Context: an optimization exercise on an open-source flow, tuned for small area, a short achievable clock period and few clock cycles per item. The choices shown serve that exercise and are no tape-out recipe.
For this run, only the layout was checked, not whether the RTL still works.
Power is estimated from default activity; no workload was simulated.

--- design.v ---
module sd_front (
    input  wire [15:0] raw,
    input  wire        temp,
    input  wire        hum,
    output wire [53:0] nb,
    output wire        z,
    output wire [4:0]  lz,
    output wire        n
);
    wire [15:0] m;
    assign m[0]  = raw >= 16'd2;
    assign m[1]  = raw >= 16'd3;
    assign m[2]  = raw >= 16'd6;
    assign m[3]  = raw >= 16'd12;
    assign m[4]  = raw >= 16'd24;
    assign m[5]  = raw >= 16'd47;
    assign m[6]  = raw >= 16'd94;
    assign m[7]  = raw >= 16'd187;
    assign m[8]  = raw >= 16'd373;
    assign m[9]  = raw >= 16'd746;
    assign m[10] = raw >= 16'd1492;
    assign m[11] = raw >= 16'd2984;
    assign m[12] = raw >= 16'd5968;
    assign m[13] = raw >= 16'd11935;
    assign m[14] = raw >= 16'd23870;
    assign m[15] = raw >= 16'd47739;
    wire [15:0] mt = m & {16{temp}};
    assign n = temp ? (raw < 16'd17474) : (raw < 16'd3146);
    wire [68:0] x, y;
    sd_prod u_prod (.raw(raw), .temp(temp), .hum(hum), .mt(mt), .x(x), .y(y));
    wire [68:0] q = x + y;
    sd_norm u_norm (.q(q), .mt(mt), .temp(temp), .n(n), .nb(nb), .z(z), .lz(lz));
endmodule
module sd_prod (
    input  wire [15:0] raw,
    input  wire        temp,
    input  wire        hum,
    input  wire [15:0] mt,
    output wire [68:0] x,
    output wire [68:0] y
);
wire [15:0] rt  = raw & {16{temp}};
wire [15:0] rh  = raw & {16{hum}};
wire [15:0] inj = mt & ~{1'b0, mt[15:1]};
wire pp1, pp2, pp3, pp4, pp5, pp6, pp7, pp8, pp9, pp10, pp11, pp12, pp13, pp14, pp15, pp16;
wire pp17, pp18, pp19, pp20, pp21, pp22, pp23, pp24, pp25, pp26, pp27, pp28, pp29, pp30, pp31, pp32;
wire pp33, pp34, pp35, pp36, pp37, pp38, pp39, pp40, pp41, pp42, pp43, pp44, pp45, pp46, pp47, pp48;
wire pp49, pp50, pp51, pp52, pp53, pp54, pp55, pp56, pp57, pp58, pp59, pp60, pp61, pp62, pp63, pp64;
wire pp65, pp66, pp67, pp68, pp69, pp70, pp71, pp72, pp73, pp74, pp75, pp76, pp77, pp78, pp79, pp80;
wire pp81, pp82, pp83, pp84, pp85, pp86, pp87, pp88, pp89, pp90, pp91, pp92, pp93, pp94, pp95, pp96;
wire pp97, pp98, pp99, pp100, pp101, pp102, pp103, pp104, pp105, pp106, pp107, pp108, pp109, pp110, pp111, pp112;
wire pp113, pp114, pp115, pp116, pp117, pp118, pp119, pp120, pp121, pp122, pp123, pp124, pp125, pp126, pp127, pp128;
wire pp129, pp130, pp131, pp132, pp133, pp134, pp135, pp136, pp137, pp138, pp139, pp140, pp141, pp142, pp143, pp144;
wire pp145, pp146, pp147, pp148, pp149, pp150, pp151, pp152, pp153, pp154, pp155, pp156, pp157, pp158, pp159, pp160;
wire pp161, pp162, pp163, pp164, pp165, pp166, pp167, pp168, pp169, pp170, pp171, pp172, pp173, pp174, pp175, pp176;
wire pp177, pp178, pp179, pp180, pp181, pp182, pp183, pp184, pp185, pp186, pp187, pp188, pp189, pp190, pp191, pp192;
wire pp193, pp194, pp195, pp196, pp197, pp198, pp199, pp200, pp201, pp202, pp203, pp204, pp205, pp206, pp207, pp208;
wire pp209, pp210, pp211, pp212, pp213, pp214, pp215, pp216, pp217, pp218, pp219, pp220, pp221, pp222, pp223, pp224;
wire pp225, pp226, pp227, pp228, pp229, pp230, pp231, pp232, pp233, pp234, pp235, pp236, pp237, pp238, pp239, pp240;
wire pp241, pp242, pp243, pp244, pp245, pp246, pp247, pp248, pp249, pp250, pp251, pp252, pp253, pp254, pp255, pp256;
wire pp257, pp258, pp259, pp260, pp261, pp262, pp263, pp264, pp265, pp266, pp267, pp268, pp269, pp270, pp271, pp272;
wire pp273, pp274, pp275, pp276, pp277, pp278, pp279, pp280, pp281, pp282, pp283, pp284, pp285, pp286, pp287, pp288;
wire pp289, pp290, pp291, pp292, pp293, pp294, pp295, pp296, pp297, pp298, pp299, pp300, pp301, pp302, pp303, pp304;
wire pp305, pp306, pp307, pp308, pp309, pp310, pp311, pp312, pp313, pp314, pp315, pp316, pp317, pp318, pp319, pp320;
wire pp321, pp322, pp323, pp324, pp325, pp326, pp327, pp328, pp329, pp330, pp331, pp332, pp333, pp334, pp335, pp336;
wire pp337, pp338, pp339, pp340, pp341, pp342, pp343, pp344, pp345, pp346, pp347, pp348, pp349, pp350, pp351, pp352;
wire pp353, pp354, pp355, pp356, pp357, pp358, pp359, pp360, pp361, pp362, pp363, pp364, pp365, pp366, pp367, pp368;
wire pp369, pp370, pp371, pp372, pp373, pp374, pp375, pp376, pp377, pp378, pp379, pp380, pp381, pp382, pp383, pp384;
wire pp385, pp386, pp387, pp388, pp389, pp390, pp391, pp392, pp393, pp394, pp395, pp396, pp397, pp398, pp399, pp400;
wire pp401, pp402, pp403, pp404, pp405, pp406, pp407, pp408, pp409, pp410, pp411, pp412, pp413, pp414, pp415, pp416;
wire pp417, pp418, pp419, pp420, pp421, pp422, pp423, pp424, pp425, pp426, pp427, pp428, pp429, pp430, pp431, pp432;
wire pp433, pp434, pp435, pp436, pp437, pp438, pp439, pp440, pp441, pp442, pp443, pp444, pp445, pp446, pp447, pp448;
wire pp449, pp450, pp451, pp452, pp453, pp454, pp455, pp456, pp457, pp458, pp459, pp460, pp461, pp462, pp463, pp464;
wire pp465, pp466, pp467, pp468, pp469, pp470, pp471, pp472, pp473, pp474, pp475, pp476, pp477, pp478, pp479, pp480;
wire pp481, pp482, pp483, pp484, pp485, pp486, pp487, pp488, pp489, pp490, pp491, pp492, pp493, pp494, pp495, pp496;
wire pp497, pp498, pp499, pp500, pp501, pp502, pp503, pp504, pp505, pp506, pp507, pp508, pp509, pp510, pp511, pp512;
wire pp513, pp514, pp515, pp516, pp517, pp518, pp519, pp520, pp521, pp522, pp523, pp524, pp525, pp526, pp527, pp528;
wire pp529, pp530, pp531, pp532, pp533, pp534, pp535, pp536, pp537, pp538, pp539, pp540, pp541, pp542, pp543, pp544;
wire pp545, pp546, pp547, pp548, pp549, pp550, pp551, pp552, pp553, pp554, pp555, pp556, pp557, pp558, pp559, pp560;
wire pp561, pp562, pp563, pp564, pp565, pp566, pp567, pp568, pp569, pp570, pp571, pp572, pp573, pp574;
sd_fa ppf1 (.a(~rt[14]), .b(~rt[11]), .c(~rt[9]), .s(pp1), .co(pp2));
sd_fa ppf2 (.a(~rt[15]), .b(~rt[12]), .c(~rt[10]), .s(pp3), .co(pp4));
sd_ha pph1 (.a(rt[5]), .b(rt[2]), .s(pp5), .co(pp6));
sd_fa ppf3 (.a(~rt[13]), .b(~rt[11]), .c(rt[6]), .s(pp7), .co(pp8));
assign pp9 = ~(~rt[14]);
assign pp10 = ~rt[14];
sd_ha pph2 (.a(~rt[15]), .b(~rt[13]), .s(pp11), .co(pp12));
assign pp13 = ~(rt[15]);
assign pp14 = rt[15];
sd_ha pph3 (.a(rt[13]), .b(rt[11]), .s(pp15), .co(pp16));
sd_ha pph4 (.a(rt[14]), .b(rt[12]), .s(pp17), .co(pp18));
sd_ha pph5 (.a(~rt[15]), .b(~rt[12]), .s(pp19), .co(pp20));
assign pp21 = ~(~rt[13]);
assign pp22 = ~rt[13];
assign pp23 = ~(~rt[14]);
assign pp24 = ~rt[14];
sd_ha pph6 (.a(~rt[15]), .b(~rt[13]), .s(pp25), .co(pp26));
sd_ha pph7 (.a(rt[14]), .b(rt[12]), .s(pp27), .co(pp28));
sd_fa ppf4 (.a(rt[15]), .b(rt[13]), .c(~rt[8]), .s(pp29), .co(pp30));
assign pp31 = ~(rt[14] ^ ~rt[9]);
assign pp32 = rt[14] | ~rt[9];
sd_fa ppf5 (.a(rt[15]), .b(~rt[10]), .c(~rt[7]), .s(pp33), .co(pp34));
sd_fa ppf6 (.a(~rt[11]), .b(~rt[8]), .c(~rt[2]), .s(pp35), .co(pp36));
sd_fa ppf7 (.a(~rt[12]), .b(~rt[9]), .c(~rt[3]), .s(pp37), .co(pp38));
sd_ha pph8 (.a(~rt[1]), .b(rh[7]), .s(pp39), .co(pp40));
sd_fa ppf8 (.a(~rt[13]), .b(~rt[10]), .c(~rt[4]), .s(pp41), .co(pp42));
sd_fa ppf9 (.a(~rt[2]), .b(rt[0]), .c(rh[8]), .s(pp43), .co(pp44));
sd_fa ppf10 (.a(~rt[14]), .b(~rt[11]), .c(~rt[5]), .s(pp45), .co(pp46));
sd_fa ppf11 (.a(~rt[3]), .b(rt[1]), .c(rh[9]), .s(pp47), .co(pp48));
sd_ha pph9 (.a(~rh[7]), .b(rh[2]), .s(pp49), .co(pp50));
sd_fa ppf12 (.a(~rt[15]), .b(~rt[12]), .c(~rt[6]), .s(pp51), .co(pp52));
sd_fa ppf13 (.a(~rt[4]), .b(rt[2]), .c(rh[10]), .s(pp53), .co(pp54));
sd_fa ppf14 (.a(~rh[8]), .b(rh[3]), .c(temp), .s(pp55), .co(pp56));
assign pp57 = ~(~rt[13] ^ ~rt[7]);
assign pp58 = ~rt[13] | ~rt[7];
sd_fa ppf15 (.a(~rt[5]), .b(rt[3]), .c(rh[11]), .s(pp59), .co(pp60));
sd_ha pph10 (.a(~rh[9]), .b(rh[4]), .s(pp61), .co(pp62));
assign pp63 = ~(~rt[14] ^ ~rt[8]);
assign pp64 = ~rt[14] | ~rt[8];
sd_fa ppf16 (.a(~rt[6]), .b(rt[4]), .c(rh[12]), .s(pp65), .co(pp66));
sd_ha pph11 (.a(~rh[10]), .b(rh[5]), .s(pp67), .co(pp68));
sd_fa ppf17 (.a(~rt[15]), .b(~rt[9]), .c(~rt[7]), .s(pp69), .co(pp70));
sd_fa ppf18 (.a(rt[5]), .b(rh[13]), .c(~rh[11]), .s(pp71), .co(pp72));
sd_ha pph12 (.a(rh[6]), .b(~temp), .s(pp73), .co(pp74));
sd_fa ppf19 (.a(~rt[10]), .b(~rt[8]), .c(rt[6]), .s(pp75), .co(pp76));
sd_fa ppf20 (.a(rh[14]), .b(~rh[12]), .c(rh[7]), .s(pp77), .co(pp78));
assign pp79 = ~(~rt[11] ^ ~rt[9]);
assign pp80 = ~rt[11] | ~rt[9];
sd_ha pph13 (.a(rt[7]), .b(rh[15]), .s(pp81), .co(pp82));
sd_fa ppf21 (.a(~rt[12]), .b(~rt[10]), .c(rt[8]), .s(pp83), .co(pp84));
assign pp85 = ~(~rt[5]);
assign pp86 = ~rt[5];
sd_ha pph14 (.a(~rt[6]), .b(~rt[3]), .s(pp87), .co(pp88));
sd_ha pph15 (.a(~rt[7]), .b(~rt[4]), .s(pp89), .co(pp90));
sd_ha pph16 (.a(~rt[8]), .b(~rt[5]), .s(pp91), .co(pp92));
sd_ha pph17 (.a(~rt[9]), .b(~rt[6]), .s(pp93), .co(pp94));
sd_fa ppf22 (.a(~rt[10]), .b(~rt[7]), .c(~rt[5]), .s(pp95), .co(pp96));
sd_fa ppf23 (.a(~rt[11]), .b(~rt[8]), .c(~rt[6]), .s(pp97), .co(pp98));
sd_fa ppf24 (.a(~rt[12]), .b(~rt[9]), .c(~rt[7]), .s(pp99), .co(pp100));
sd_fa ppf25 (.a(~rt[13]), .b(~rt[10]), .c(~rt[8]), .s(pp101), .co(pp102));
sd_ha pph18 (.a(rt[3]), .b(rt[0]), .s(pp103), .co(pp104));
sd_fa ppf26 (.a(rt[4]), .b(rt[1]), .c(inj[14]), .s(pp105), .co(pp106));
sd_fa ppf27 (.a(~mt[14]), .b(~temp), .c(pp1), .s(pp107), .co(pp108));
sd_fa ppf28 (.a(rt[0]), .b(inj[15]), .c(~mt[15]), .s(pp109), .co(pp110));
sd_fa ppf29 (.a(pp2), .b(pp3), .c(pp5), .s(pp111), .co(pp112));
sd_fa ppf30 (.a(rt[3]), .b(rt[1]), .c(temp), .s(pp113), .co(pp114));
sd_fa ppf31 (.a(pp4), .b(pp6), .c(pp7), .s(pp115), .co(pp116));
sd_fa ppf32 (.a(~rt[12]), .b(rt[7]), .c(rt[4]), .s(pp117), .co(pp118));
sd_fa ppf33 (.a(rt[2]), .b(pp8), .c(pp9), .s(pp119), .co(pp120));
sd_fa ppf34 (.a(rt[8]), .b(rt[5]), .c(rt[3]), .s(pp121), .co(pp122));
sd_fa ppf35 (.a(~temp), .b(pp10), .c(pp11), .s(pp123), .co(pp124));
sd_fa ppf36 (.a(~rt[14]), .b(rt[9]), .c(rt[6]), .s(pp125), .co(pp126));
sd_ha pph19 (.a(rt[4]), .b(pp12), .s(pp127), .co(pp128));
sd_fa ppf37 (.a(~rt[15]), .b(rt[10]), .c(rt[7]), .s(pp129), .co(pp130));
sd_fa ppf38 (.a(rt[5]), .b(~rt[0]), .c(temp), .s(pp131), .co(pp132));
assign pp133 = ~(rt[11] ^ rt[8]);
assign pp134 = rt[11] | rt[8];
sd_ha pph20 (.a(rt[6]), .b(~rt[1]), .s(pp135), .co(pp136));
sd_fa ppf39 (.a(rt[12]), .b(rt[9]), .c(rt[7]), .s(pp137), .co(pp138));
sd_ha pph21 (.a(~rt[2]), .b(~temp), .s(pp139), .co(pp140));
sd_fa ppf40 (.a(rt[13]), .b(rt[10]), .c(rt[8]), .s(pp141), .co(pp142));
sd_ha pph22 (.a(~rt[3]), .b(~rt[0]), .s(pp143), .co(pp144));
sd_fa ppf41 (.a(rt[14]), .b(rt[11]), .c(rt[9]), .s(pp145), .co(pp146));
sd_fa ppf42 (.a(~rt[4]), .b(~rt[1]), .c(temp), .s(pp147), .co(pp148));
sd_fa ppf43 (.a(rt[12]), .b(rt[10]), .c(~rt[5]), .s(pp149), .co(pp150));
sd_fa ppf44 (.a(~rt[2]), .b(~rt[0]), .c(pp13), .s(pp151), .co(pp152));
sd_fa ppf45 (.a(~rt[6]), .b(~rt[3]), .c(~rt[1]), .s(pp153), .co(pp154));
sd_fa ppf46 (.a(temp), .b(pp14), .c(pp15), .s(pp155), .co(pp156));
sd_fa ppf47 (.a(~rt[7]), .b(~rt[4]), .c(~rt[2]), .s(pp157), .co(pp158));
sd_fa ppf48 (.a(temp), .b(pp16), .c(pp17), .s(pp159), .co(pp160));
sd_fa ppf49 (.a(rt[15]), .b(rt[13]), .c(~rt[8]), .s(pp161), .co(pp162));
sd_fa ppf50 (.a(~rt[5]), .b(~rt[3]), .c(pp18), .s(pp163), .co(pp164));
sd_fa ppf51 (.a(rt[14]), .b(~rt[9]), .c(~rt[6]), .s(pp165), .co(pp166));
sd_fa ppf52 (.a(rt[15]), .b(~rt[10]), .c(~rt[7]), .s(pp167), .co(pp168));
sd_ha pph23 (.a(~rt[5]), .b(rt[0]), .s(pp169), .co(pp170));
sd_fa ppf53 (.a(~rt[11]), .b(~rt[8]), .c(~rt[6]), .s(pp171), .co(pp172));
sd_ha pph24 (.a(rt[1]), .b(temp), .s(pp173), .co(pp174));
sd_fa ppf54 (.a(~rt[12]), .b(~rt[9]), .c(~rt[7]), .s(pp175), .co(pp176));
sd_fa ppf55 (.a(~rt[13]), .b(~rt[10]), .c(~rt[8]), .s(pp177), .co(pp178));
sd_fa ppf56 (.a(~rt[14]), .b(~rt[11]), .c(~rt[9]), .s(pp179), .co(pp180));
sd_ha pph25 (.a(rt[4]), .b(rt[1]), .s(pp181), .co(pp182));
sd_fa ppf57 (.a(~rt[10]), .b(rt[5]), .c(rt[2]), .s(pp183), .co(pp184));
sd_fa ppf58 (.a(rt[0]), .b(temp), .c(pp19), .s(pp185), .co(pp186));
sd_fa ppf59 (.a(~rt[11]), .b(rt[6]), .c(rt[3]), .s(pp187), .co(pp188));
sd_fa ppf60 (.a(rt[1]), .b(pp20), .c(pp21), .s(pp189), .co(pp190));
sd_fa ppf61 (.a(~rt[12]), .b(rt[7]), .c(rt[4]), .s(pp191), .co(pp192));
sd_fa ppf62 (.a(rt[2]), .b(pp22), .c(pp23), .s(pp193), .co(pp194));
sd_fa ppf63 (.a(rt[8]), .b(rt[5]), .c(rt[3]), .s(pp195), .co(pp196));
sd_fa ppf64 (.a(~temp), .b(pp24), .c(pp25), .s(pp197), .co(pp198));
sd_fa ppf65 (.a(~rt[14]), .b(rt[9]), .c(rt[6]), .s(pp199), .co(pp200));
sd_ha pph26 (.a(rt[4]), .b(pp26), .s(pp201), .co(pp202));
sd_fa ppf66 (.a(~rt[15]), .b(rt[10]), .c(rt[7]), .s(pp203), .co(pp204));
sd_fa ppf67 (.a(rt[5]), .b(~rt[0]), .c(temp), .s(pp205), .co(pp206));
assign pp207 = ~(rt[11] ^ rt[8]);
assign pp208 = rt[11] | rt[8];
sd_ha pph27 (.a(rt[6]), .b(~rt[1]), .s(pp209), .co(pp210));
sd_fa ppf68 (.a(rt[12]), .b(rt[9]), .c(rt[7]), .s(pp211), .co(pp212));
sd_ha pph28 (.a(~rt[2]), .b(~temp), .s(pp213), .co(pp214));
sd_fa ppf69 (.a(rt[13]), .b(rt[10]), .c(rt[8]), .s(pp215), .co(pp216));
sd_ha pph29 (.a(~rt[3]), .b(~rt[0]), .s(pp217), .co(pp218));
sd_fa ppf70 (.a(rt[14]), .b(rt[11]), .c(rt[9]), .s(pp219), .co(pp220));
sd_fa ppf71 (.a(~rt[4]), .b(~rt[1]), .c(temp), .s(pp221), .co(pp222));
sd_fa ppf72 (.a(rt[15]), .b(rt[12]), .c(rt[10]), .s(pp223), .co(pp224));
sd_fa ppf73 (.a(~rt[5]), .b(~rt[2]), .c(rh[0]), .s(pp225), .co(pp226));
sd_fa ppf74 (.a(rt[13]), .b(rt[11]), .c(~rt[6]), .s(pp227), .co(pp228));
sd_fa ppf75 (.a(~rt[3]), .b(rh[1]), .c(temp), .s(pp229), .co(pp230));
sd_fa ppf76 (.a(~rt[7]), .b(~rt[4]), .c(rh[2]), .s(pp231), .co(pp232));
sd_fa ppf77 (.a(~rh[0]), .b(~temp), .c(pp27), .s(pp233), .co(pp234));
sd_fa ppf78 (.a(~rt[5]), .b(rh[3]), .c(~rh[1]), .s(pp235), .co(pp236));
sd_fa ppf79 (.a(temp), .b(pp28), .c(pp29), .s(pp237), .co(pp238));
sd_fa ppf80 (.a(~rt[6]), .b(~rt[0]), .c(rh[4]), .s(pp239), .co(pp240));
sd_fa ppf81 (.a(~rh[2]), .b(pp30), .c(pp31), .s(pp241), .co(pp242));
sd_fa ppf82 (.a(~rt[1]), .b(rh[5]), .c(~rh[3]), .s(pp243), .co(pp244));
sd_fa ppf83 (.a(temp), .b(pp32), .c(pp33), .s(pp245), .co(pp246));
sd_fa ppf84 (.a(~rt[0]), .b(rh[6]), .c(~rh[4]), .s(pp247), .co(pp248));
sd_fa ppf85 (.a(~temp), .b(pp34), .c(pp35), .s(pp249), .co(pp250));
sd_fa ppf86 (.a(~rh[5]), .b(rh[0]), .c(temp), .s(pp251), .co(pp252));
sd_fa ppf87 (.a(pp36), .b(pp37), .c(pp39), .s(pp253), .co(pp254));
sd_fa ppf88 (.a(~rh[6]), .b(rh[1]), .c(pp38), .s(pp255), .co(pp256));
sd_fa ppf89 (.a(pp40), .b(pp41), .c(pp43), .s(pp257), .co(pp258));
sd_fa ppf90 (.a(temp), .b(pp42), .c(pp44), .s(pp259), .co(pp260));
sd_fa ppf91 (.a(pp45), .b(pp47), .c(pp49), .s(pp261), .co(pp262));
sd_fa ppf92 (.a(pp46), .b(pp48), .c(pp50), .s(pp263), .co(pp264));
sd_fa ppf93 (.a(pp51), .b(pp53), .c(pp55), .s(pp265), .co(pp266));
sd_fa ppf94 (.a(pp52), .b(pp54), .c(pp56), .s(pp267), .co(pp268));
sd_fa ppf95 (.a(pp57), .b(pp59), .c(pp61), .s(pp269), .co(pp270));
sd_fa ppf96 (.a(pp58), .b(pp60), .c(pp62), .s(pp271), .co(pp272));
sd_fa ppf97 (.a(pp63), .b(pp65), .c(pp67), .s(pp273), .co(pp274));
sd_fa ppf98 (.a(pp64), .b(pp66), .c(pp68), .s(pp275), .co(pp276));
sd_fa ppf99 (.a(pp69), .b(pp71), .c(pp73), .s(pp277), .co(pp278));
sd_fa ppf100 (.a(temp), .b(pp70), .c(pp72), .s(pp279), .co(pp280));
sd_fa ppf101 (.a(pp74), .b(pp75), .c(pp77), .s(pp281), .co(pp282));
sd_fa ppf102 (.a(~rh[13]), .b(rh[8]), .c(pp76), .s(pp283), .co(pp284));
sd_fa ppf103 (.a(pp78), .b(pp79), .c(pp81), .s(pp285), .co(pp286));
sd_fa ppf104 (.a(~rh[14]), .b(rh[9]), .c(~temp), .s(pp287), .co(pp288));
sd_fa ppf105 (.a(pp80), .b(pp82), .c(pp83), .s(pp289), .co(pp290));
sd_fa ppf106 (.a(~rt[13]), .b(~rt[11]), .c(rt[9]), .s(pp291), .co(pp292));
sd_fa ppf107 (.a(~rh[15]), .b(rh[10]), .c(pp84), .s(pp293), .co(pp294));
assign pp295 = ~(~rt[14] ^ ~rt[12]);
assign pp296 = ~rt[14] | ~rt[12];
sd_ha pph30 (.a(rt[10]), .b(rh[11]), .s(pp297), .co(pp298));
sd_fa ppf108 (.a(~rt[15]), .b(~rt[13]), .c(rt[11]), .s(pp299), .co(pp300));
sd_ha pph31 (.a(rh[12]), .b(temp), .s(pp301), .co(pp302));
sd_fa ppf109 (.a(~rt[14]), .b(rt[12]), .c(rh[13]), .s(pp303), .co(pp304));
assign pp305 = ~(~rt[15]);
assign pp306 = ~rt[15];
assign pp307 = ~(~rt[3]);
assign pp308 = ~rt[3];
sd_ha pph32 (.a(~rt[4]), .b(~rt[1]), .s(pp309), .co(pp310));
sd_fa ppf110 (.a(~rt[2]), .b(~rt[0]), .c(inj[5]), .s(pp311), .co(pp312));
sd_fa ppf111 (.a(~rt[1]), .b(inj[6]), .c(pp86), .s(pp313), .co(pp314));
sd_fa ppf112 (.a(~rt[2]), .b(inj[7]), .c(pp88), .s(pp315), .co(pp316));
sd_fa ppf113 (.a(~rt[3]), .b(inj[8]), .c(pp90), .s(pp317), .co(pp318));
sd_fa ppf114 (.a(~rt[4]), .b(inj[9]), .c(pp92), .s(pp319), .co(pp320));
sd_fa ppf115 (.a(rt[0]), .b(inj[10]), .c(pp94), .s(pp321), .co(pp322));
sd_fa ppf116 (.a(rt[1]), .b(inj[11]), .c(pp96), .s(pp323), .co(pp324));
sd_fa ppf117 (.a(rt[2]), .b(inj[12]), .c(pp98), .s(pp325), .co(pp326));
sd_fa ppf118 (.a(inj[13]), .b(pp100), .c(pp101), .s(pp327), .co(pp328));
sd_fa ppf119 (.a(pp102), .b(pp104), .c(pp105), .s(pp329), .co(pp330));
sd_fa ppf120 (.a(pp106), .b(pp108), .c(pp109), .s(pp331), .co(pp332));
sd_fa ppf121 (.a(pp110), .b(pp112), .c(pp113), .s(pp333), .co(pp334));
sd_fa ppf122 (.a(pp114), .b(pp116), .c(pp117), .s(pp335), .co(pp336));
sd_fa ppf123 (.a(pp118), .b(pp120), .c(pp121), .s(pp337), .co(pp338));
sd_fa ppf124 (.a(pp122), .b(pp124), .c(pp125), .s(pp339), .co(pp340));
sd_fa ppf125 (.a(pp126), .b(pp128), .c(pp129), .s(pp341), .co(pp342));
sd_fa ppf126 (.a(pp130), .b(pp132), .c(pp133), .s(pp343), .co(pp344));
sd_fa ppf127 (.a(pp134), .b(pp136), .c(pp137), .s(pp345), .co(pp346));
sd_fa ppf128 (.a(pp138), .b(pp140), .c(pp141), .s(pp347), .co(pp348));
sd_fa ppf129 (.a(pp142), .b(pp144), .c(pp145), .s(pp349), .co(pp350));
sd_fa ppf130 (.a(pp146), .b(pp148), .c(pp149), .s(pp351), .co(pp352));
sd_fa ppf131 (.a(pp150), .b(pp152), .c(pp153), .s(pp353), .co(pp354));
sd_fa ppf132 (.a(pp154), .b(pp156), .c(pp157), .s(pp355), .co(pp356));
sd_fa ppf133 (.a(pp158), .b(pp160), .c(pp161), .s(pp357), .co(pp358));
sd_fa ppf134 (.a(~rt[4]), .b(pp162), .c(pp164), .s(pp359), .co(pp360));
sd_fa ppf135 (.a(temp), .b(pp166), .c(pp167), .s(pp361), .co(pp362));
sd_fa ppf136 (.a(pp168), .b(pp170), .c(pp171), .s(pp363), .co(pp364));
sd_fa ppf137 (.a(rt[2]), .b(pp172), .c(pp174), .s(pp365), .co(pp366));
sd_fa ppf138 (.a(rt[3]), .b(rt[0]), .c(pp176), .s(pp367), .co(pp368));
sd_fa ppf139 (.a(temp), .b(pp178), .c(pp179), .s(pp369), .co(pp370));
sd_fa ppf140 (.a(pp180), .b(pp182), .c(pp183), .s(pp371), .co(pp372));
sd_fa ppf141 (.a(pp184), .b(pp186), .c(pp187), .s(pp373), .co(pp374));
sd_fa ppf142 (.a(pp188), .b(pp190), .c(pp191), .s(pp375), .co(pp376));
sd_fa ppf143 (.a(pp192), .b(pp194), .c(pp195), .s(pp377), .co(pp378));
sd_fa ppf144 (.a(pp196), .b(pp198), .c(pp199), .s(pp379), .co(pp380));
sd_fa ppf145 (.a(pp200), .b(pp202), .c(pp203), .s(pp381), .co(pp382));
sd_fa ppf146 (.a(pp204), .b(pp206), .c(pp207), .s(pp383), .co(pp384));
sd_fa ppf147 (.a(pp208), .b(pp210), .c(pp211), .s(pp385), .co(pp386));
sd_fa ppf148 (.a(pp212), .b(pp214), .c(pp215), .s(pp387), .co(pp388));
sd_fa ppf149 (.a(pp216), .b(pp218), .c(pp219), .s(pp389), .co(pp390));
sd_fa ppf150 (.a(pp220), .b(pp222), .c(pp223), .s(pp391), .co(pp392));
sd_fa ppf151 (.a(pp224), .b(pp226), .c(pp227), .s(pp393), .co(pp394));
sd_fa ppf152 (.a(pp228), .b(pp230), .c(pp231), .s(pp395), .co(pp396));
sd_fa ppf153 (.a(pp232), .b(pp234), .c(pp235), .s(pp397), .co(pp398));
sd_fa ppf154 (.a(pp236), .b(pp238), .c(pp239), .s(pp399), .co(pp400));
sd_fa ppf155 (.a(pp240), .b(pp242), .c(pp243), .s(pp401), .co(pp402));
sd_fa ppf156 (.a(pp244), .b(pp246), .c(pp247), .s(pp403), .co(pp404));
sd_fa ppf157 (.a(pp248), .b(pp250), .c(pp251), .s(pp405), .co(pp406));
sd_fa ppf158 (.a(pp252), .b(pp254), .c(pp255), .s(pp407), .co(pp408));
sd_fa ppf159 (.a(pp256), .b(pp258), .c(pp259), .s(pp409), .co(pp410));
sd_fa ppf160 (.a(pp260), .b(pp262), .c(pp263), .s(pp411), .co(pp412));
sd_fa ppf161 (.a(pp264), .b(pp266), .c(pp267), .s(pp413), .co(pp414));
sd_fa ppf162 (.a(pp268), .b(pp270), .c(pp271), .s(pp415), .co(pp416));
sd_fa ppf163 (.a(pp272), .b(pp274), .c(pp275), .s(pp417), .co(pp418));
sd_fa ppf164 (.a(pp276), .b(pp278), .c(pp279), .s(pp419), .co(pp420));
sd_fa ppf165 (.a(pp280), .b(pp282), .c(pp283), .s(pp421), .co(pp422));
sd_fa ppf166 (.a(pp284), .b(pp286), .c(pp287), .s(pp423), .co(pp424));
sd_fa ppf167 (.a(pp288), .b(pp290), .c(pp291), .s(pp425), .co(pp426));
sd_fa ppf168 (.a(pp292), .b(pp294), .c(pp295), .s(pp427), .co(pp428));
sd_fa ppf169 (.a(pp296), .b(pp298), .c(pp299), .s(pp429), .co(pp430));
sd_fa ppf170 (.a(temp), .b(pp300), .c(pp302), .s(pp431), .co(pp432));
sd_fa ppf171 (.a(rt[13]), .b(rh[14]), .c(pp304), .s(pp433), .co(pp434));
sd_fa ppf172 (.a(rt[14]), .b(rh[15]), .c(temp), .s(pp435), .co(pp436));
assign pp437 = ~(~rt[0]);
assign pp438 = ~rt[0];
sd_ha pph33 (.a(~rt[1]), .b(inj[1]), .s(pp439), .co(pp440));
sd_ha pph34 (.a(~rt[2]), .b(inj[2]), .s(pp441), .co(pp442));
sd_fa ppf173 (.a(~rt[0]), .b(inj[3]), .c(pp307), .s(pp443), .co(pp444));
sd_fa ppf174 (.a(inj[4]), .b(pp308), .c(pp309), .s(pp445), .co(pp446));
sd_fa ppf175 (.a(pp85), .b(pp310), .c(pp311), .s(pp447), .co(pp448));
sd_fa ppf176 (.a(pp87), .b(pp312), .c(pp313), .s(pp449), .co(pp450));
sd_fa ppf177 (.a(pp89), .b(pp314), .c(pp315), .s(pp451), .co(pp452));
sd_fa ppf178 (.a(pp91), .b(pp316), .c(pp317), .s(pp453), .co(pp454));
sd_fa ppf179 (.a(pp93), .b(pp318), .c(pp319), .s(pp455), .co(pp456));
sd_fa ppf180 (.a(pp95), .b(pp320), .c(pp321), .s(pp457), .co(pp458));
sd_fa ppf181 (.a(pp97), .b(pp322), .c(pp323), .s(pp459), .co(pp460));
sd_fa ppf182 (.a(pp99), .b(pp324), .c(pp325), .s(pp461), .co(pp462));
sd_fa ppf183 (.a(pp103), .b(pp326), .c(pp327), .s(pp463), .co(pp464));
sd_fa ppf184 (.a(pp107), .b(pp328), .c(pp329), .s(pp465), .co(pp466));
sd_fa ppf185 (.a(pp111), .b(pp330), .c(pp331), .s(pp467), .co(pp468));
sd_fa ppf186 (.a(pp115), .b(pp332), .c(pp333), .s(pp469), .co(pp470));
sd_fa ppf187 (.a(pp119), .b(pp334), .c(pp335), .s(pp471), .co(pp472));
sd_fa ppf188 (.a(pp123), .b(pp336), .c(pp337), .s(pp473), .co(pp474));
sd_fa ppf189 (.a(pp127), .b(pp338), .c(pp339), .s(pp475), .co(pp476));
sd_fa ppf190 (.a(pp131), .b(pp340), .c(pp341), .s(pp477), .co(pp478));
sd_fa ppf191 (.a(pp135), .b(pp342), .c(pp343), .s(pp479), .co(pp480));
sd_fa ppf192 (.a(pp139), .b(pp344), .c(pp345), .s(pp481), .co(pp482));
sd_fa ppf193 (.a(pp143), .b(pp346), .c(pp347), .s(pp483), .co(pp484));
sd_fa ppf194 (.a(pp147), .b(pp348), .c(pp349), .s(pp485), .co(pp486));
sd_fa ppf195 (.a(pp151), .b(pp350), .c(pp351), .s(pp487), .co(pp488));
sd_fa ppf196 (.a(pp155), .b(pp352), .c(pp353), .s(pp489), .co(pp490));
sd_fa ppf197 (.a(pp159), .b(pp354), .c(pp355), .s(pp491), .co(pp492));
sd_fa ppf198 (.a(pp163), .b(pp356), .c(pp357), .s(pp493), .co(pp494));
sd_fa ppf199 (.a(pp165), .b(pp358), .c(pp359), .s(pp495), .co(pp496));
sd_fa ppf200 (.a(pp169), .b(pp360), .c(pp361), .s(pp497), .co(pp498));
sd_fa ppf201 (.a(pp173), .b(pp362), .c(pp363), .s(pp499), .co(pp500));
sd_fa ppf202 (.a(pp175), .b(pp364), .c(pp365), .s(pp501), .co(pp502));
sd_fa ppf203 (.a(pp177), .b(pp366), .c(pp367), .s(pp503), .co(pp504));
sd_fa ppf204 (.a(pp181), .b(pp368), .c(pp369), .s(pp505), .co(pp506));
sd_fa ppf205 (.a(pp185), .b(pp370), .c(pp371), .s(pp507), .co(pp508));
sd_fa ppf206 (.a(pp189), .b(pp372), .c(pp373), .s(pp509), .co(pp510));
sd_fa ppf207 (.a(pp193), .b(pp374), .c(pp375), .s(pp511), .co(pp512));
sd_fa ppf208 (.a(pp197), .b(pp376), .c(pp377), .s(pp513), .co(pp514));
sd_fa ppf209 (.a(pp201), .b(pp378), .c(pp379), .s(pp515), .co(pp516));
sd_fa ppf210 (.a(pp205), .b(pp380), .c(pp381), .s(pp517), .co(pp518));
sd_fa ppf211 (.a(pp209), .b(pp382), .c(pp383), .s(pp519), .co(pp520));
sd_fa ppf212 (.a(pp213), .b(pp384), .c(pp385), .s(pp521), .co(pp522));
sd_fa ppf213 (.a(pp217), .b(pp386), .c(pp387), .s(pp523), .co(pp524));
sd_fa ppf214 (.a(pp221), .b(pp388), .c(pp389), .s(pp525), .co(pp526));
sd_fa ppf215 (.a(pp225), .b(pp390), .c(pp391), .s(pp527), .co(pp528));
sd_fa ppf216 (.a(pp229), .b(pp392), .c(pp393), .s(pp529), .co(pp530));
sd_fa ppf217 (.a(pp233), .b(pp394), .c(pp395), .s(pp531), .co(pp532));
sd_fa ppf218 (.a(pp237), .b(pp396), .c(pp397), .s(pp533), .co(pp534));
sd_fa ppf219 (.a(pp241), .b(pp398), .c(pp399), .s(pp535), .co(pp536));
sd_fa ppf220 (.a(pp245), .b(pp400), .c(pp401), .s(pp537), .co(pp538));
sd_fa ppf221 (.a(pp249), .b(pp402), .c(pp403), .s(pp539), .co(pp540));
sd_fa ppf222 (.a(pp253), .b(pp404), .c(pp405), .s(pp541), .co(pp542));
sd_fa ppf223 (.a(pp257), .b(pp406), .c(pp407), .s(pp543), .co(pp544));
sd_fa ppf224 (.a(pp261), .b(pp408), .c(pp409), .s(pp545), .co(pp546));
sd_fa ppf225 (.a(pp265), .b(pp410), .c(pp411), .s(pp547), .co(pp548));
sd_fa ppf226 (.a(pp269), .b(pp412), .c(pp413), .s(pp549), .co(pp550));
sd_fa ppf227 (.a(pp273), .b(pp414), .c(pp415), .s(pp551), .co(pp552));
sd_fa ppf228 (.a(pp277), .b(pp416), .c(pp417), .s(pp553), .co(pp554));
sd_fa ppf229 (.a(pp281), .b(pp418), .c(pp419), .s(pp555), .co(pp556));
sd_fa ppf230 (.a(pp285), .b(pp420), .c(pp421), .s(pp557), .co(pp558));
sd_fa ppf231 (.a(pp289), .b(pp422), .c(pp423), .s(pp559), .co(pp560));
sd_fa ppf232 (.a(pp293), .b(pp424), .c(pp425), .s(pp561), .co(pp562));
sd_fa ppf233 (.a(pp297), .b(pp426), .c(pp427), .s(pp563), .co(pp564));
sd_fa ppf234 (.a(pp301), .b(pp428), .c(pp429), .s(pp565), .co(pp566));
sd_fa ppf235 (.a(pp303), .b(pp430), .c(pp431), .s(pp567), .co(pp568));
sd_fa ppf236 (.a(pp305), .b(pp432), .c(pp433), .s(pp569), .co(pp570));
sd_fa ppf237 (.a(pp306), .b(pp434), .c(pp435), .s(pp571), .co(pp572));
sd_fa ppf238 (.a(rt[15]), .b(~temp), .c(pp436), .s(pp573), .co(pp574));
assign x[0] = inj[0];
assign y[0] = pp437;
assign x[1] = pp438;
assign y[1] = pp439;
assign x[2] = pp440;
assign y[2] = pp441;
assign x[3] = pp442;
assign y[3] = pp443;
assign x[4] = pp444;
assign y[4] = pp445;
assign x[5] = pp446;
assign y[5] = pp447;
assign x[6] = pp448;
assign y[6] = pp449;
assign x[7] = pp450;
assign y[7] = pp451;
assign x[8] = pp452;
assign y[8] = pp453;
assign x[9] = pp454;
assign y[9] = pp455;
assign x[10] = pp456;
assign y[10] = pp457;
assign x[11] = pp458;
assign y[11] = pp459;
assign x[12] = pp460;
assign y[12] = pp461;
assign x[13] = pp462;
assign y[13] = pp463;
assign x[14] = pp464;
assign y[14] = pp465;
assign x[15] = pp466;
assign y[15] = pp467;
assign x[16] = pp468;
assign y[16] = pp469;
assign x[17] = pp470;
assign y[17] = pp471;
assign x[18] = pp472;
assign y[18] = pp473;
assign x[19] = pp474;
assign y[19] = pp475;
assign x[20] = pp476;
assign y[20] = pp477;
assign x[21] = pp478;
assign y[21] = pp479;
assign x[22] = pp480;
assign y[22] = pp481;
assign x[23] = pp482;
assign y[23] = pp483;
assign x[24] = pp484;
assign y[24] = pp485;
assign x[25] = pp486;
assign y[25] = pp487;
assign x[26] = pp488;
assign y[26] = pp489;
assign x[27] = pp490;
assign y[27] = pp491;
assign x[28] = pp492;
assign y[28] = pp493;
assign x[29] = pp494;
assign y[29] = pp495;
assign x[30] = pp496;
assign y[30] = pp497;
assign x[31] = pp498;
assign y[31] = pp499;
assign x[32] = pp500;
assign y[32] = pp501;
assign x[33] = pp502;
assign y[33] = pp503;
assign x[34] = pp504;
assign y[34] = pp505;
assign x[35] = pp506;
assign y[35] = pp507;
assign x[36] = pp508;
assign y[36] = pp509;
assign x[37] = pp510;
assign y[37] = pp511;
assign x[38] = pp512;
assign y[38] = pp513;
assign x[39] = pp514;
assign y[39] = pp515;
assign x[40] = pp516;
assign y[40] = pp517;
assign x[41] = pp518;
assign y[41] = pp519;
assign x[42] = pp520;
assign y[42] = pp521;
assign x[43] = pp522;
assign y[43] = pp523;
assign x[44] = pp524;
assign y[44] = pp525;
assign x[45] = pp526;
assign y[45] = pp527;
assign x[46] = pp528;
assign y[46] = pp529;
assign x[47] = pp530;
assign y[47] = pp531;
assign x[48] = pp532;
assign y[48] = pp533;
assign x[49] = pp534;
assign y[49] = pp535;
assign x[50] = pp536;
assign y[50] = pp537;
assign x[51] = pp538;
assign y[51] = pp539;
assign x[52] = pp540;
assign y[52] = pp541;
assign x[53] = pp542;
assign y[53] = pp543;
assign x[54] = pp544;
assign y[54] = pp545;
assign x[55] = pp546;
assign y[55] = pp547;
assign x[56] = pp548;
assign y[56] = pp549;
assign x[57] = pp550;
assign y[57] = pp551;
assign x[58] = pp552;
assign y[58] = pp553;
assign x[59] = pp554;
assign y[59] = pp555;
assign x[60] = pp556;
assign y[60] = pp557;
assign x[61] = pp558;
assign y[61] = pp559;
assign x[62] = pp560;
assign y[62] = pp561;
assign x[63] = pp562;
assign y[63] = pp563;
assign x[64] = pp564;
assign y[64] = pp565;
assign x[65] = pp566;
assign y[65] = pp567;
assign x[66] = pp568;
assign y[66] = pp569;
assign x[67] = pp570;
assign y[67] = pp571;
assign x[68] = pp572;
assign y[68] = pp573;
endmodule
module sd_fa (input wire a, input wire b, input wire c, output wire s, output wire co);
    assign s  = a ^ b ^ c;
    assign co = (a & b) | (a & c) | (b & c);
endmodule
module sd_ha (input wire a, input wire b, output wire s, output wire co);
    assign s  = a ^ b;
    assign co = a & b;
endmodule
module sd_norm (
    input  wire [68:0] q,
    input  wire [15:0] mt,
    input  wire        temp,
    input  wire        n,
    output wire [53:0] nb,
    output wire        z,
    output wire [4:0]  lz
);
    wire        tie = temp & mt[0] & ~|(q[15:0] & mt);
    wire [16:0] at  = {mt, 1'b1} & ~{1'b0, mt};
    wire [16:0] el  = (q[16:0] & ~{1'b0, mt} & ~(at & {17{tie}}))
                    | {1'b0, mt[15:14], 14'd0};
    wire [68:0] e   = {q[68:17], el};
    wire [21:0] top = e[68:47] ^ {22{n}};
    reg  [4:0]  c;
    integer i;
    always @* begin
        c = 5'd21;
        for (i = 0; i < 22; i = i + 1)
            if (top[i]) c = 21 - i;
    end
    assign lz = c;
    wire [68:0] s16 = lz[4] ? {e[52:0], 16'd0} : e;
    wire [68:0] s8  = lz[3] ? {e[60:0], 8'd0}  : s16;
    wire [68:0] s4  = lz[2] ? {s8[64:0], 4'd0} : s8;
    wire [68:0] s2  = lz[1] ? {s4[66:0], 2'd0} : s4;
    wire [68:15] s1 = lz[0] ? s2[67:14]        : s2[68:15];
    assign nb = s1;
    reg  [14:0] por;
    always @* begin
        por[0] = e[0];
        for (i = 1; i < 15; i = i + 1)
            por[i] = por[i-1] | e[i];
    end
    reg zz;
    always @* begin
        zz = 1'b1;
        for (i = 0; i < 15; i = i + 1)
            if (lz == i[4:0]) zz = ~por[14-i];
    end
    assign z = zz;
endmodule
module sd_pack (
    input  wire [53:0] nb,
    input  wire        z,
    input  wire [4:0]  lz,
    input  wire        n,
    output wire [63:0] y
);
    wire [53:0] v   = nb ^ {54{n}};
    wire        stk = n ? ~z : ~z;                   
    wire        grd = n ? (z ^ v[0]) : v[0];
    wire        ca  = n & z & v[0];
    wire        inc = ca | (grd & (stk | v[1]));
    wire [10:0] ex  = 11'd1030 - {6'd0, lz};
    wire [62:0] r   = {ex, v[52:1]} + {62'd0, inc};
    assign y = {n, r};
endmodule
module sensor_decode (
    input  wire        clk,
    input  wire        rst,
    input  wire        in_valid,
    output wire        in_ready,
    input  wire [15:0] in_cmd,
    input  wire [7:0]  in_len,
    input  wire [7:0]  in_b0,
    input  wire [7:0]  in_b1,
    input  wire [7:0]  in_b2,
    output reg         out_valid,
    input  wire        out_ready,
    output wire [7:0]  out_status,
    output wire [7:0]  out_unit,
    output wire [63:0] out_f64,
    output wire [15:0] out_int
);
    wire        is_dec = (in_cmd[15:10] == 6'b001000) && (in_cmd[7:0] == 8'd0);
    wire [1:0]  op     = in_cmd[9:8];
    wire        len_ok = op[1] ? (in_len == 8'd3) : (in_len == 8'd2);
    wire [15:0] opnd   = op[1] ? {4'd0, in_b1[3:2] & {2{~op[0]}}, in_b1[1:0], in_b2}
                               : {in_b0, in_b1};
    reg         s1_v, sk_v;
    reg  [15:0] s1_d, sk_d;
    reg  [1:0]  s1_op, sk_op;
    reg         s1_bad, sk_bad;
    assign in_ready = ~sk_v;
    wire   take     = in_valid & ~sk_v & is_dec;    
    wire   adv      = ~out_valid | out_ready;        
    always @(posedge clk) begin
        if (rst) begin
            s1_v <= 1'b0;
            sk_v <= 1'b0;
        end else if (adv) begin
            s1_v <= sk_v | take;
            sk_v <= 1'b0;
        end else if (take) begin
            sk_v <= 1'b1;
        end
    end
    always @(posedge clk) begin
        if (adv) begin
            s1_d   <= sk_v ? sk_d   : opnd;
            s1_op  <= sk_v ? sk_op  : op;
            s1_bad <= sk_v ? sk_bad : ~len_ok;
        end
        if (~sk_v) begin
            sk_d   <= opnd;
            sk_op  <= op;
            sk_bad <= ~len_ok;
        end
    end
    wire [53:0] f_nb;
    wire        f_z, f_n;
    wire [4:0]  f_lz;
    sd_front u_front (.raw(s1_d), .temp(s1_op == 2'd1), .hum(s1_op == 2'd0),
                      .nb(f_nb), .z(f_z), .lz(f_lz), .n(f_n));
    reg  [53:0] r_nb;
    reg         r_z, r_n;
    reg  [4:0]  r_lz;
    reg  [1:0]  r_unit;
    reg         r_bad;
    always @(posedge clk) begin
        if (rst)
            out_valid <= 1'b0;
        else if (adv)
            out_valid <= s1_v;
    end
    always @(posedge clk) begin
        if (adv) begin
            r_nb   <= s1_op[1] ? {37'd0, s1_d, 1'b0} : f_nb;
            r_z    <= f_z;
            r_n    <= f_n & ~s1_op[1];
            r_lz   <= f_lz;
            r_unit <= {s1_op[1], s1_op != 2'd1};
            r_bad  <= s1_bad;
        end
    end
    sd_pack u_pack (.nb(r_nb), .z(r_z), .lz(r_lz), .n(r_n), .y(out_f64));
    assign out_status = {6'd0, r_bad, 1'b0};
    assign out_unit   = {6'd0, r_unit};
    assign out_int    = r_nb[16:1];
endmodule
--- run.sh ---
#!/bin/bash
# synth_recipe.tcl (not shown) runs the flow's synth.tcl, then flattens the netlist and writes it again
# the make line also repeats each setting of config.mk as NAME=value (left out here)
make -C /OpenROAD-flow-scripts/flow DESIGN_CONFIG=/design/flow/config.mk WORK_HOME=/design/flow/orfs CLKGATE_MAP_FILE= SYNTH_SCRIPT=/design/flow/synth_recipe.tcl finish
--- config.mk ---
export PLATFORM = sky130hd
export DESIGN_NAME = sensor_decode
export DESIGN_NICKNAME = sensor_decode
export VERILOG_FILES = /design/flow/design.v
export SDC_FILE = /design/flow/constraint.sdc
export NUM_CORES = 4
export LEC_CHECK = 0
export CAP_MARGIN = 20
export CORE_MARGIN = 2
export CORE_UTILIZATION = 40
export SLEW_MARGIN = 20
--- constraint.sdc ---
create_clock -name core_clock -period 35.0 [get_ports {clk}]
set_input_delay 7.0000 -clock core_clock [delete_from_list [all_inputs] [get_ports {clk}]]
set_output_delay 7.0000 -clock core_clock [all_outputs]
set_load 0.01 [all_outputs]
==> results.txt <==
layout make-up:
class                   count  area, um^2  share of cell area (%)
well taps                 696       870.8                   3.678
repair buffers            164        1572                   6.637
clock inverters             7       86.33                  0.3646
multi-input cells        2051       16540                   69.87
inverters                 393        1478                   6.241
clock buffers               9       225.2                  0.9512
flip-flops and latches    104        2903                   12.26
registers in the layout, summed over array words and instances (netlist names):
| register | cells |
|---|---|
| s1_v | 1 |
| sk_v | 1 |
| out_valid | 1 |
| s1_bad | 1 |
| r_z | 1 |
| sk_bad | 1 |
| r_unit | 2 |
| out_int | 16 |
| r_nb | 37 |
| r_bad | 1 |
| r_lz | 5 |
| s1_op | 2 |
| s1_d | 16 |
| sk_op | 2 |
| sk_d | 16 |
| r_n | 1 |
worst max-delay path, delay by kind of cell (launching register included):
kind	cells	cell delay (ns)
compound gates	1	0.08
simple gates	13	3.78
buf+inv	2	0.86
flops	1	0.33
mux	1	0.15
cells in the final DEF, fill, tap and decap left out, drive strengths merged, types with 9 or more instances in the layout:
| master | Yosys | final |
|---|---|---|
| inv | 392 | 394 |
| nand2 | 222 | 222 |
| fa | 193 | 193 |
| a21oi | 180 | 180 |
| o21ai | 150 | 150 |
| nor2 | 142 | 142 |
| clkdlybuf4s50 | 0 | 136 |
| nand3 | 112 | 112 |
| ha | 108 | 108 |
| xnor2 | 100 | 100 |
| mux2i | 87 | 87 |
| o211ai | 86 | 86 |
| edfxtp | 82 | 82 |
| nor3 | 49 | 49 |
| xor2 | 49 | 49 |
| nand4 | 43 | 43 |
| o22ai | 36 | 36 |
| nand2b | 32 | 32 |
| a31oi | 30 | 30 |
| buf | 107 | 28 |
| a21o | 26 | 26 |
| and2 | 26 | 26 |
| o21a | 25 | 25 |
| and3 | 22 | 22 |
| or3 | 22 | 22 |
| dfxtp | 22 | 22 |
| a211oi | 21 | 21 |
| mux2 | 20 | 20 |
| or2 | 16 | 16 |
| o2111ai | 15 | 15 |
| nor4 | 15 | 15 |
| conb | 1 | 13 |
| nor2b | 12 | 12 |
| o21bai | 10 | 10 |
| a21boi | 10 | 10 |
| a32oi | 9 | 9 |
| clkbuf | 77 | 9 |
| a221oi | 9 | 9 |
cell families after synthesis:
family                   Yosys count  share of synthesized area [%]
AND/OR/NAND/NOR                  768                          17.89
AO/OA/AOI/OAI                    708                          22.17
buffers and inverters            577                          11.04
adder cells (fa/ha/maj)          301                          23.96
XOR/XNOR                         149                          6.030
multiplexers                     112                          5.553
flip-flops                       104                          13.34
other                              1                        0.01723
metrics by stage:
stage	setup slack, ns	cells
floorplan	22.45	2732
global placement	22.89	3408
detailed placement	22.76	3408
CTS	22.32	3424
global route	21.93	3424
finish	22.41	3424
metal layers:
metal | vias up | wire [um] | global-route usage, %
met1 | 10020 | 34670 | 38.21
met4 | 0 | 1846 | 7.090
met2 | 789 | 33720 | 41.44
met3 | 89 | 4885 | 2.822
li1 | 9467 | - | -
met5 | - | 0 | 0
synth_stat cells, drive strengths merged, types with 25 or more instances:
cell type    n
a21o        26
a21oi      180
a31oi       30
and2        26
buf        107
clkbuf      77
edfxtp      82
fa         193
ha         108
inv        392
mux2i       87
nand2      222
nand2b      32
nand3      112
nand4       43
nor2       142
nor3        49
o211ai      86
o21a        25
o21ai      150
o22ai       36
xnor2      100
xor2        49
worst paths after layout:
| kind | from | to | slack (ns) | cells after the start |
|---|---|---|---|---|
| max | r_n$_DFFE_PP_ | out_f64[61] | 22.41 | 17 |
| min | s1_bad$_DFFE_PP_ | r_bad$_DFFE_PP_ | 0.43 | 0 |
| max reg2reg | s1_op[1]$_DFFE_PP_ | out_int[3]$_DFFE_PP_ | 24.21 | 32 |
| min reg2reg | s1_bad$_DFFE_PP_ | r_bad$_DFFE_PP_ | 0.43 | 0 |
power by group through the flow:
| stage | clock, mW | combinational (mW) | sequential, mW |
|---|---|---|---|
| final | 0.103 | 2.23 | 0.239 |
| after global routing | 0.110 | 2.42 | 0.245 |
| after CTS | 0.106 | 2.19 | 0.237 |
| after detailed placement | 0 | 2.17 | 0.240 |
| after global placement | 0 | 2.16 | 0.238 |
| after floorplan | 0 | 1.58 | 0.224 |
==> impl_metrics.json <==
{
  "yosys_most_used_dff": "edfxtp_1",
  "finalWirelength_um": 75120,
  "cts_tree": "yes",
  "ys_seq_elements": 104,
  "setup_viol": 0,
  "syn_to_final_growth_pct": 8.778,
  "wl_per_cell_um": 21.94,
  "ant_nets": 0,
  "rsz0062_at_grt": "no",
  "yosysUniqueCellTypes": 114,
  "drv_slew": 0,
  "rows": 85,
  "io_pins": 150,
  "min_path_type": "reg -> reg",
  "p_int_mw": 1.058,
  "post-route-util_pct": 44.00,
  "timing.hold.ws_ns": 0.4345,
  "place.gp.congestion": 0.9824,
  "yosysSeqAreaShare_pct": 13.34,
  "critPathArrivalTime_ns": 5.59,
  "layout.nets": 3076,
  "clkLatencyLatePin_ns": 0.38,
  "crit_fanout": 39,
  "antenna_found_initial": 0,
  "drt_iter0_drc": 1938,
  "synth_top_area_share_pct": 17.75,
  "netlist_area_mm2": 0.02177,
  "cp.required_ns": 28.00,
  "route.detailed.drc": 0,
  "place_hpwl_um": 61780,
  "vdd_ir_drop_max_mv": 0.05454,
  "drv_cap": 0,
  "start_util_pct": 40.45,
  "clock_tree.buffer_depth": 2,
  "yosys_warnings": 2,
  "async_reset_ff_share_pct": 0,
  "period_needed_ns": 12.59,
  "path_class": "reg -> out",
  "dieArea_mm2": 0.05630,
  "p_clk_share_pct": 4.0,
  "cts_made_buffers": 9,
  "port_buffers": 136,
  "cts-root-buf": "clkbuf_16",
  "grt_overflow": 0,
  "synth_edf_count": 82,
  "nFillCells": 5439,
  "hold_viol": 0,
  "combPwrFrac_pct": 86.7,
  "p_per_area_mw_per_mm2": 108.4,
  "post-route-period-util_pct": 35.96,
  "num_vias": 20360,
  "clkSinkCount": 104,
  "cts-resized-gates": 0,
  "antenna_cells": 0,
  "grt_pass1_wl_um": 116000,
  "synth_area_leaders": "fa_1 18%, edfxtp_1 11%, inv_1 6.7%",
  "coreArea_mm2": 0.05381,
  "place_area_mm2": 0.02336,
  "endpoint_kind": "output pin",
  "syn_avg_cell_area_um2": 8.002,
  "p_sw_share_pct": 58.76,
  "p_total_mw": 2.567,
  "die_w_um": 237.3,
  "seq_power_share_pct": 9.3,
  "critPathMaxStageDelay_ns": 0.52,
  "drive_above_1_share_pct": 5.169,
  "synthCells": 2720,
  "first_global_vias": 19590,
  "grt_max_degree": 74,
  "htree_num_levels": 3,
  "clk_pin_slew_worst_paths_ns": 0.08,
  "track_usage_pct": 26.28,
  "slew_headroom_pct": 26.16,
  "slowest_stage": "nor3_1",
  "final.setup.tns_ns": 0,
  "fmax_ghz": 0.07944,
  "drtPass1Iterations": 7,
  "fin_skew_ns": 0.01848,
  "via_per_inst": 5.947,
  "path_cells": "buf_4 -> nor4b_1 -> mux2i_1 -> nand3b_1 -> or2_2 -> nor2_1 -> and3_1 -> and2_1 -> nand3_1 -> nor3_1 -> nand2_1 -> nor2_1 -> nand4_1 -> nor3_1 -> and3b_1 -> a21oi_1 -> clkdlybuf4s50_1",
  "postCtsHoldBufs": 0,
  "yosysTopAreaCell": "fa_1",
  "status": "finished clean",
  "fp.dieH_um": 237.3,
  "p_leak_nw": 10.05,
  "switchingPower_mw": 1.508,
  "tightest_slew_ns": 1.101,
  "post_cts_buffers": 0,
  "worstSetupStartpointType": "flip-flop",
  "postLayoutCellArea_mm2": 0.02368
}

-- afterwards: timing with drivers on the ports --
How much do the figures lean on ideal ports? The routed layout below was timed once more, with nothing changed but the port constraints.
Step 1 sets driving cells, clkbuf_16 on the clock port and buf_2 on the other inputs (assumed; they add their load-dependent delay and slew).
Step 2, shift: input delay + t, output delay - t, t = (earliest + latest rising clock arrival at the registers) / 2. This alone moves slack from input paths to output paths.
Three values: ideal, step 1, step 2; two values: the first two.
t (ns): 0.424
setup WS [ns]: 22.413 / 22.359 / 22.784
worst slew at a driven data input, ns: 0.05
After both steps setup and hold are still met in this run. The setup slack of this run moves by -0.054 ns with the drivers and by +0.371 ns with both steps.
